This is an optimization exercise on Yosys and OpenROAD, whose aim is small area, a short achievable clock period and few clock cycles per item, not a production implementation.
In this exercise RTL edits were held to simulation tests only and were not proved equivalent to the original.
Power is estimated from default activity; no workload was simulated.

## job 5800
// pce_codec
module pce_codec (
    input  wire        clk,
    input  wire        rst,         
    input  wire        start,       
    input  wire        mode,        
    input  wire [5:0]  n_in,
    input  wire [5:0]  p_in,
    input  wire [5:0]  l_in,
    input  wire [32:0] data_in,
    output wire        done,        
    output wire [2:0]  err,         
    output wire [5:0]  res,         
    output wire [32:0] data_out
);
export LEC_CHECK = 0
export ABC_AREA = 1
export CAP_MARGIN = 20
export CORE_MARGIN = 2
export CORE_UTILIZATION = 25
export PLACE_DENSITY = 0.5
export SLEW_MARGIN = 20
create_clock -name core_clock -period 13.0 [get_ports {clk}]
standard.sh (not shown) runs the stock make flow with config.mk's settings and CLKGATE_MAP_FILE= SYNTH_SCRIPT=/design/flow/synth_recipe.tcl, a recipe that flattens the netlist after the stock synthesis.
==> flow/flow/run.sh <==
#!/bin/bash
# Layout flow: the standard flow (standard.sh), with ORFS's timing repair
# asked to leave a setup margin of 6.5 ns instead of the default, so that the
# repair sizes and buffers the critical paths. The clock and the constraints
# are the standard flow's own.
set -euo pipefail
bash standard.sh SETUP_SLACK_MARGIN=6.5 finish > standard.log 2>&1
Testbench counts of job 5800, summed over its fixed seeds: cycles 6,638, items 1,920.
Relative to job 5800, the following input files were edited for job 6522:
# job 5800
export LEC_CHECK = 0
export ABC_AREA = 1
export CAP_MARGIN = 20
export CORE_MARGIN = 2
export CORE_UTILIZATION = 25
export PLACE_DENSITY = 0.5
export SLEW_MARGIN = 20
create_clock -name core_clock -period 13.0 [get_ports {clk}]
# job 6522
export LEC_CHECK = 0
export ABC_AREA = 1
export CAP_MARGIN = 20
export CORE_MARGIN = 2
export CORE_UTILIZATION = 40
export PLACE_DENSITY = 0.6
export SLEW_MARGIN = 20
create_clock -name core_clock -period 13.0 [get_ports {clk}]
==> flow/flow/run.sh <==
#!/bin/bash
# Layout flow: the standard flow (standard.sh), with ORFS's timing repair
# asked to leave a setup margin of 7 ns instead of the default, so that the
# repair sizes and buffers the critical paths. The clock and the constraints
# are the standard flow's own.
set -euo pipefail
bash standard.sh SETUP_SLACK_MARGIN=7 finish > standard.log 2>&1
[summary]
Cmp job 5800 and job 6522 / starting density of the core / higher: job 6522
The highest clock rate reported for job 6522 is greater than that of job 5800 by about 6%.
Summary: total length of routed wires, job 6522 better than job 5800
Comparing job 6522 with job 5800, the clock buffer and inverter area fraction after layout came out essentially unchanged.
Job 5800 -> job 6522: final HPWL from detailed placement decreased by a little under 10%
Final critical-path setup slack: job 6522 vs job 5800 up 0.37 ns
Job 6522 vs. job 5800: final instance count without filler cells went down by 507.
Relative to job 5800, number of instances on the worst hold path increased by 1 in job 6522.
Sort job 5800 and job 6522 by non-clock buffer count asc -> top: job 5800
Compared with job 5800, in job 6522 final instance area grew by about 1.7%, largest clock skew in the final design now smaller.
diff inputs: job 6522 => job 4556
# job 6522
export LEC_CHECK = 0
export ABC_AREA = 1
export CAP_MARGIN = 20
export CORE_MARGIN = 2
export CORE_UTILIZATION = 40
export PLACE_DENSITY = 0.6
export SLEW_MARGIN = 20
create_clock -name core_clock -period 13.0 [get_ports {clk}]
# job 4556
export LEC_CHECK = 0
export ABC_AREA = 1
export CAP_MARGIN = 20
export CORE_MARGIN = 2
export CORE_UTILIZATION = 25
export PLACE_DENSITY = 0.5
export SLEW_MARGIN = 20
create_clock -name core_clock -period 13.0 [get_ports {clk}]
--- outcome ---
- Higher final period utilization was reported by job 6522, not job 4556.
- Against job 6522, job 4556 comes in 0.5 points lower on part of the power in registers.
- ~same sequential power in job 6522 and job 4556
- Run comparison: job 4556 startpoint of the most critical setup path l[0]; job 6522 startpoint of the most critical setup path i[2]
- | placer congestion estimate | higher: job 6522 |
- Job 4556 vs job 6522: count of buffers not belonging to the clock network in the layout up by a little under 10%
- Diff job 6522 -> job 4556: post-placement cell count went up; peak supply drop increased by 11% relative to the old numbers; wire length on met1 picked up an extra 16%; final area went up by 1300 sq um; hold slack rose by 0.045 ns.
- Job 4556 — relative area change from synthesis to final layout 4.4 points higher, job 6522 as reference

## run 1
Starting RTL as in the previous note.
clock: 13.0 ns
lec_check: 0
abc_area: 1
cap_margin: 20
core_margin: 2
core_utilization: 25
place_density: 0.5
slew_margin: 20
==> flow/flow/run.sh <==
#!/bin/bash
# Layout flow: the standard flow (standard.sh), with ORFS's timing repair
# asked to leave a setup margin of 7.5 ns instead of the default, so that the
# repair sizes and buffers the critical paths. The clock and the constraints
# are the standard flow's own.
set -euo pipefail
bash standard.sh SETUP_SLACK_MARGIN=7.5 finish > standard.log 2>&1
Testbench counts of run 1, summed over its fixed seeds: cycles 6,638, items 1,920.
Edits applied to the flow inputs when going from run 1 to run 2:
==> flow/flow/run.sh <==
#!/bin/bash
# Layout flow: the standard flow (standard.sh), with ORFS's timing repair
# asked to leave a setup margin of 7 ns instead of the default, so that the
# repair sizes and buffers the critical paths. The clock and the constraints
# are the standard flow's own.
set -euo pipefail
bash standard.sh SETUP_SLACK_MARGIN=7 finish > standard.log 2>&1
--- a/flow/config.mk
+++ b/flow/config.mk
@@ -6,5 +6,5 @@
 export NUM_CORES = 4
 export LEC_CHECK = 0
-export ABC_AREA = 1
+export ABC_AREA = 0
 export CAP_MARGIN = 20
 export CORE_MARGIN = 2
[summary]
- Run 2 | stages: all done | timing, DRC, antenna: all pass
- Relative to run 1, total routing usage reported by global routing decreased by 1.5 points in run 2.
- Overall power for run 2: 0.35 mW up relative to run 1
- Sort run 2 and run 1 by simple-gate share of the synthesized area, descending, and run 1 comes first.
- Changes observed in run 2 relative to run 1: peak fanout along the critical path went up, final area rose 2.1%.
- Run 1 → run 2: post-route worst setup slack decreased 1250 ps, half-perimeter wire length after placement level.
Modified inputs, run 3 compared to run 2
--- a/flow/config.mk
+++ b/flow/config.mk
@@ -6,8 +6,8 @@
 export NUM_CORES = 4
 export LEC_CHECK = 0
-export ABC_AREA = 0
-export CAP_MARGIN = 20
+export ABC_AREA = 1
+export CAP_MARGIN = 5
 export CORE_MARGIN = 2
 export CORE_UTILIZATION = 25
 export PLACE_DENSITY = 0.5
-export SLEW_MARGIN = 20
+export SLEW_MARGIN = 5
Results
- Between run 3 and run 2, the area taken by flip-flops and latches does not differ in any meaningful way.
- Run 3 against run 2: fraction of cell area in non-clock buffers decreased 2.7 points, length of the first detailed-routing pass in iterations went down 2, number of top-level pins ~0 delta, count of plain and timing-repair buffers in the layout moved down.
- Run 3: largest stage delay on the critical path 160 ps above run 2
- Synthesized cell count came out higher on run 3 than on run 2.
- | weighted congestion at the end of routability-driven global placement | higher: run 2 |
- Met3 routing resource usage after global routing (lower): run 3
- Run 3: sum of routed wire length over all layers lower than run 2
- The setup slack at placement of run 3 was superior to that of run 2.
--- input diff run 3..run 4 ---
==> flow/flow/run.sh <==
#!/bin/bash
# Layout flow: the standard flow (standard.sh), with ORFS's timing repair
# asked to leave a setup margin of 6 ns instead of the default, so that the
# repair sizes and buffers the critical paths. The clock and the constraints
# are the standard flow's own.
set -euo pipefail
bash standard.sh SETUP_SLACK_MARGIN=6 finish > standard.log 2>&1
--- a/flow/config.mk
+++ b/flow/config.mk
@@ -7,7 +7,7 @@
 export LEC_CHECK = 0
 export ABC_AREA = 1
-export CAP_MARGIN = 5
+export CAP_MARGIN = 20
 export CORE_MARGIN = 2
 export CORE_UTILIZATION = 25
 export PLACE_DENSITY = 0.5
-export SLEW_MARGIN = 5
+export SLEW_MARGIN = 20
--- outcome ---
Run 4 | stages: all done | timing, DRC, antenna: all pass. In the flow results for run 3 and run 4, the share of final-layout standard cells stronger than drive strength 1 is smaller on run 4. Between run 3 and run 4, fraction of cell area in non-clock buffers is higher for run 3, run 4 comes in under that. The power of run 4 falls short of that of run 3 by about 6%. Between run 3 and run 4, the per-cell routed wire length is lower for run 4. Going from run 3 to run 4, fraction of power spent switching nets moved up, slew at the pin closest to its max-slew limit lost 160 ps, fraction of area in clock buffers and inverters comparable, number of buffer and inverter stages on the critical path saw an increase.

[afterwards: timing with drivers on the ports]
Ports are ideal in the flow. The routed layouts listed here were re-timed in OpenROAD.
Step 1 assumes that a clkbuf_16 drives the clock port and a buf_2 every other input.
Step 2 times the ports against the registers' clock, not the clock port: input delays grow and output delays shrink by t, the midpoint of the rising clock arrivals with the driver on.
Slacks: ideal ports / drivers / drivers and shift; pairs: ideal ports / drivers.
run	t (ns)	setup WS [ns]	slew at the worst register clock pin (ns)	worst slew at a driven data input, ns
job 5800	0.478	6.541 / 6.541 / 6.269	0.11 / 0.11	0.05
job 6522	0.463	6.908 / 6.908 / 6.842	0.11 / 0.11	0.06
job 4556	0.476	6.979 / 6.979 / 6.811	0.11 / 0.11	0.05
run 1	0.481	7.349 / 7.349 / 7.037	0.11 / 0.11	0.05
run 2	0.487	6.098 / 6.098 / 5.785	0.12 / 0.12	0.06
run 3	0.473	7.032 / 7.032 / 6.718	0.11 / 0.11	0.05
run 4	0.472	6.160 / 6.160 / 5.939	0.11 / 0.11	0.05
After both steps setup and hold are still met in every run listed. The setup slack of run 3, which loses most, moves by 0.000 ns with the drivers and by -0.314 ns with both steps.
